From an optimization exercise on the open Yosys and OpenROAD flow, aimed at small area, a short achievable clock period and few clock cycles per item; shortcuts taken in it are not production practice. In this exercise RTL edits were held to simulation tests only and were not proved equivalent to the original. No activity file was given, so power comes from the tool's default toggle rates.

## gs_writer
module gs_writer (
    input             clk,
    input             rst,
    input             cmd_valid,
    output            cmd_ready,
    input      [3:0]  cmd_op,
    input      [7:0]  cmd_nbits,
    input      [63:0] cmd_value,
    output            out_valid,
    input             out_ready,
    output     [31:0] out_data,
    output     [2:0]  out_bytes,
    output reg        rsp_valid,
    output reg [2:0]  rsp_code,
    output     [15:0] rsp_bits,
    output     [31:0] rsp_crc
);
Size in the first run: roughly 1500 cells after synthesis, about 170 I/O pins, ~14000 sq um of cells after synthesis.
Settings: LEC_CHECK=0, CAP_MARGIN=20, CORE_MARGIN=2, CORE_UTILIZATION=40, PLACE_DENSITY=0.6, SETUP_SLACK_MARGIN=3, SLEW_MARGIN=20; clock period 6.0 ns.
run.sh (not shown) runs the stock make flow with config.mk's settings and CLKGATE_MAP_FILE= SYNTH_SCRIPT=/design/flow/synth_recipe.tcl, a recipe that flattens the netlist after the stock synthesis.
The first run ran to the end with no violations.
Testbench counts at the start, summed over its fixed seeds: cycles 11,688, commands 9,484.
Change:
==> flow/flow/run.sh (new file) <==
#!/bin/bash
# The standard layout (standard.sh: ORFS synthesis to final layout), with one change:
# the buffer placed on every input and output port is the smallest buffer cell,
# sky130_fd_sc_hd__buf_1, instead of the default pick. Timing repair may still resize it.
set -euo pipefail
export BUFFER_PORTS_ARGS="-buffer_cell sky130_fd_sc_hd__buf_1"
bash standard.sh > standard.log 2>&1
==> flow/standard.sh (new file) <==
#!/bin/bash
# synth_recipe.tcl (not shown) runs the flow's synth.tcl, then flattens the netlist and writes it again
# the make line also repeats each setting of config.mk as NAME=value (left out here)
make -C /OpenROAD-flow-scripts/flow DESIGN_CONFIG=/design/flow/config.mk WORK_HOME=/design/flow/orfs CLKGATE_MAP_FILE= SYNTH_SCRIPT=/design/flow/synth_recipe.tcl "${@:-finish}"
removed: flow/run.sh
Result: The changed run finished with timing, DRC and antenna clean. Routed wire length went up by 0.39%. Total power went up by 0.61%. Count of clock-buffer cells in the layout went down by 4. Global-route usage barely changes. Area after synthesis does not change. Clock power went up by about 4%. Via count went down by about 1.4%. Setup slack improved by 27 ps.

* * *

== raven ==
The RTL this note starts from:
==> flow/design.v <==
module gs_writer (
    input             clk,
    input             rst,
    input             cmd_valid,
    output            cmd_ready,
    input      [3:0]  cmd_op,
    input      [7:0]  cmd_nbits,
    input      [63:0] cmd_value,
    output            out_valid,
    input             out_ready,
    output     [31:0] out_data,
    output     [2:0]  out_bytes,
    output reg        rsp_valid,
    output reg [2:0]  rsp_code,
    output     [15:0] rsp_bits,
    output     [31:0] rsp_crc
);
    localparam [2:0] F_OK       = 3'd0;
    localparam [2:0] F_WIDTH    = 3'd2;
    localparam [2:0] F_ILLEGAL  = 3'd3;
    localparam [2:0] F_STATE    = 3'd4;
    localparam [2:0] F_OVERFLOW = 3'd5;
    reg         c_valid;
    reg         c_open;    
    reg         c_write;   
    reg         c_emit;    
    reg         c_noarg;   
    reg         c_badw;    
    reg         c_long;    
    reg  [6:0]  c_n;       
    reg  [63:0] c_val;     
    reg  [7:0]  c_end;     
    reg         wopen;     
    reg         flush;     
    reg         half;      
    reg  [31:0] wa;        
    reg  [31:0] wb;        
    reg  [6:0]  cnt;       
    reg         f32;       
    reg         g32;       
    reg         nz;        
    reg         par;       
    reg  [15:0] total;     
    reg  [31:0] crc;       
    reg         h1;        
    reg         h2;        
    wire full_word = f32;
    wire any       = nz;
    assign out_valid = h1 && (full_word || (flush && any));
    assign out_data  = wa;
    assign out_bytes = full_word ? 3'd4 : ({1'b0, cnt[4:3]} + {2'b0, |cnt[2:0]});
    assign rsp_bits  = total;
    assign rsp_crc   = ~crc;
    wire take = out_valid && out_ready;
    wire room  = !g32 || take;
    wire go    = c_valid && !flush && room && !(c_open && full_word);
    wire first = go && c_long && !half;
    wire done  = go && !(c_long && !half);
    wire can   = c_valid && !flush && !(c_open && full_word) && !(c_long && !half);
    assign cmd_ready = (!c_valid || (can && !g32)) || ((can && out_valid) && out_ready);
    wire        overflow = total[15] || (total[14:6] == 9'h1FF && c_end[7] && c_end[6:0] != 7'd0);
    reg [2:0] code;
    always @(*) begin
        if (!(c_write || ((c_open || c_emit) && c_noarg)))
            code = F_ILLEGAL;
        else if (c_open)
            code = F_OK;
        else if (!wopen)
            code = F_STATE;
        else if (c_emit)
            code = F_OK;
        else if (c_badw)
            code = F_WIDTH;
        else if (overflow)
            code = F_OVERFLOW;
        else
            code = F_OK;
    end
    wire write_ok = c_write && wopen && !c_badw && !overflow;
    wire [31:0] piece = (c_long && !half) ? c_val[63:32] : c_val[31:0];
    wire [4:0]  rot   = ~c_end[4:0];                                      
    wire        rot32 = ~c_end[5] ^ (c_long && !half) ^ par ^ take;
    reg [63:0] ins;
    integer k;
    always @(*) begin
        ins = {32'd0, piece};
        ins = {ins[62:0], ins[63]};
        for (k = 0; k < 5; k = k + 1)
            if (rot[k])
                ins = (ins << (1 << k)) | (ins >> (64 - (1 << k)));
        if (rot32)
            ins = {ins[31:0], ins[63:32]};
    end
    wire        put     = (first || done) && write_ok;
    wire [5:0]  put_len = (c_long && !half) ? {1'b0, c_n[4:0] == 5'd0, c_n[4:0]}
                        : (half ? 6'd32 : c_n[5:0]);
    wire [6:0]  c_sum   = cnt + {1'b0, put_len};
    wire [6:0]  c_sum32 = c_sum - 7'd32;
    wire [6:0]  c_tk    = full_word ? cnt - 7'd32 : 7'd0;
    wire [6:0]  cnt_put = take ? c_sum32 : c_sum;
    wire [6:0]  cnt_np  = take ? c_tk : cnt;
    wire [6:0]  cnt_nx  = put ? cnt_put : cnt_np;
    function [31:0] crc8;
        input [31:0] c;
        integer b;
        begin
            crc8 = c;
            for (b = 0; b < 8; b = b + 1)
                crc8 = crc8[0] ? ((crc8 >> 1) ^ 32'hEDB88320) : (crc8 >> 1);
        end
    endfunction
    wire        do_h1    = !h1 && (cnt[6] || cnt[5] || cnt[4] || (flush && any));
    wire        do_h2    = out_valid && !h2 && (full_word || (cnt[4] && |cnt[3:0]));
    wire [15:0] crc_in   = h1 ? wa[15:0] : wa[31:16];
    wire        crc_two  = h1 ? (full_word || (cnt[4:3] == 2'b11 && |cnt[2:0]))
                              : (cnt[6:4] != 3'd0 || cnt[3:0] > 4'd8);
    wire [31:0] crc_x    = crc ^ {16'd0, crc_in[7:0], crc_in[15:8]};
    wire [31:0] crc_1    = crc8(crc_x);
    wire [31:0] crc_2    = crc8(crc_1);
    wire [31:0] crc_word = crc_two ? crc_2 : crc_1;
    reg [63:0] vmask;
    integer j;
    always @(*)
        for (j = 0; j < 64; j = j + 1)
            vmask[j] = (cmd_nbits[7:6] != 2'd0) || (j < cmd_nbits[5:0]);
    always @(posedge clk) begin
        if (rst) begin
            c_valid <= 1'b0;
        end else if (cmd_ready) begin
            c_valid <= cmd_valid;
            c_open  <= (cmd_op == 4'h1);
            c_write <= (cmd_op == 4'h2) || (cmd_op == 4'h3);
            c_emit  <= (cmd_op == 4'h4);
            c_noarg <= (cmd_nbits == 8'd0) && (cmd_value == 64'd0);
            c_badw  <= (cmd_nbits == 8'd0) || (cmd_nbits > 8'd64);
            c_long  <= cmd_nbits[7] | cmd_nbits[6] | (cmd_nbits[5] & |cmd_nbits[4:0]);
            c_n     <= cmd_nbits[6:0];
            c_val   <= cmd_value & vmask;
            c_end   <= (c_valid && c_open && c_noarg) ? {1'b0, cmd_nbits[6:0]}
                     : (c_valid && c_write) ? {1'b0, c_end[6:0]} + {1'b0, cmd_nbits[6:0]}
                     : {1'b0, total[6:0]} + {1'b0, cmd_nbits[6:0]};
        end
    end
    always @(posedge clk) begin
        if (rst) begin
            wopen     <= 1'b0;
            flush     <= 1'b0;
            half      <= 1'b0;
            wa        <= 32'd0;
            wb        <= 32'd0;
            cnt       <= 7'd0;
            f32       <= 1'b0;
            g32       <= 1'b0;
            nz        <= 1'b0;
            par       <= 1'b0;
            total     <= 16'd0;
            crc       <= 32'hFFFFFFFF;
            h1        <= 1'b0;
            h2        <= 1'b0;
            rsp_valid <= 1'b0;
            rsp_code  <= 3'd0;
        end else begin
            rsp_valid <= 1'b0;
            {wa, wb}  <= (take ? {wb, 32'd0} : {wa, wb}) | (put ? ins : 64'd0);
            cnt       <= cnt_nx;
            f32       <= cnt_nx >= 7'd32;
            g32       <= cnt_nx > 7'd32;
            nz        <= cnt_nx != 7'd0;
            if (do_h1 || do_h2)
                crc <= crc_word;
            if (do_h1)
                h1 <= 1'b1;
            if (do_h2)
                h2 <= 1'b1;
            if (take) begin
                par <= ~par;
                h1  <= 1'b0;
                h2  <= 1'b0;
            end
            if (first)
                half <= 1'b1;
            if (flush && !any) begin
                flush     <= 1'b0;
                wopen     <= 1'b0;
                par       <= 1'b0;
                rsp_valid <= 1'b1;
                rsp_code  <= F_OK;
            end
            if (done) begin
                half      <= 1'b0;
                rsp_valid <= 1'b1;
                rsp_code  <= code;
                if (code != F_OK) begin
                    if (code != F_ILLEGAL)
                        wopen <= 1'b0;
                end else if (c_open) begin
                    wopen <= 1'b1;
                    wa    <= 32'd0;
                    wb    <= 32'd0;
                    cnt   <= 7'd0;
                    f32   <= 1'b0;
                    g32   <= 1'b0;
                    nz    <= 1'b0;
                    par   <= 1'b0;
                    total <= 16'd0;
                    crc   <= 32'hFFFFFFFF;
                    h1    <= 1'b0;
                    h2    <= 1'b0;
                end else if (c_write) begin
                    total <= total + {9'd0, c_n};
                end else begin
                    rsp_valid <= 1'b0;
                    flush     <= 1'b1;
                end
            end
        end
    end
endmodule
export LEC_CHECK = 0
export CAP_MARGIN = 20
export CORE_MARGIN = 2
export CORE_UTILIZATION = 40
export CTS_CLUSTER_DIAMETER = 100
export CTS_CLUSTER_SIZE = 30
export PLACE_DENSITY = 0.6
export SETUP_SLACK_MARGIN = 3
export SLEW_MARGIN = 20
create_clock -name core_clock -period 6.0 [get_ports {clk}]
standard.sh (not shown) runs the stock make flow with config.mk's settings and CLKGATE_MAP_FILE= SYNTH_SCRIPT=/design/flow/synth_recipe.tcl, a recipe that flattens the netlist after the stock synthesis.
==> flow/flow/run.sh <==
#!/bin/bash
# The standard layout (standard.sh: ORFS synthesis to final layout), with one change:
# the buffer placed on every input and output port is the smallest buffer cell,
# sky130_fd_sc_hd__buf_1, instead of the default pick. Timing repair may still resize it.
set -euo pipefail
export BUFFER_PORTS_ARGS="-buffer_cell sky130_fd_sc_hd__buf_1"
bash standard.sh > standard.log 2>&1
Looking at the reports, raven completed the entire flow and the layout it produced met the timing, DRC and antenna checks.
Testbench counts of raven, summed over its fixed seeds: cycles 11,688, commands 9,484.
For fjord, these inputs were changed with respect to raven:
# raven
export LEC_CHECK = 0
export CAP_MARGIN = 20
export CORE_MARGIN = 2
export CORE_UTILIZATION = 40
export CTS_CLUSTER_DIAMETER = 100
export CTS_CLUSTER_SIZE = 30
export PLACE_DENSITY = 0.6
export SETUP_SLACK_MARGIN = 3
export SLEW_MARGIN = 20
create_clock -name core_clock -period 6.0 [get_ports {clk}]
# fjord
export LEC_CHECK = 0
export CAP_MARGIN = 20
export CORE_MARGIN = 2
export CORE_UTILIZATION = 40
export CTS_CLUSTER_DIAMETER = 80
export CTS_CLUSTER_SIZE = 20
export PLACE_DENSITY = 0.6
export SETUP_SLACK_MARGIN = 3
export SLEW_MARGIN = 20
create_clock -name core_clock -period 6.0 [get_ports {clk}]
Results
Net load switching power (fjord over raven): increase, about 3%. Total length of routed wires essentially unchanged between raven and fjord. Diff raven -> fjord | area share of buffers outside the clock network | increase of 0.23 points. raven and fjord ended up with nearly the same smallest setup slack after layout.

what the ideal ports hide:
The results above use ideal ports. As a check the final layouts listed here were re-extracted and re-timed, cells and wires unchanged.
Step 1 assumes that a clkbuf_16 drives the clock port and a buf_2 every other input.
Step 2, shift: input delay + t, output delay - t, t = (earliest + latest rising clock arrival at the registers) / 2. This alone moves slack from input paths to output paths.
Three values: no drivers, after step 1, after step 2; two values: the first two.
| run | t (ns) | setup WS [ns] | latest minus earliest clock arrival (ns) |
|---|---|---|---|
| the first run of note 1 | 0.589 | 2.837 / 2.784 / 2.515 | 0.015 / 0.015 |
| the second run of note 1 | 0.595 | 2.864 / 2.806 / 2.538 | 0.028 / 0.028 |
| raven | 0.552 | 2.884 / 2.827 / 2.533 | 0.028 / 0.028 |
| fjord | 0.564 | 2.884 / 2.827 / 2.470 | 0.014 / 0.014 |
After both steps setup and hold are still met in every run listed. The setup slack of fjord, which loses most, moves by -0.057 ns with the drivers and by -0.414 ns with both steps.
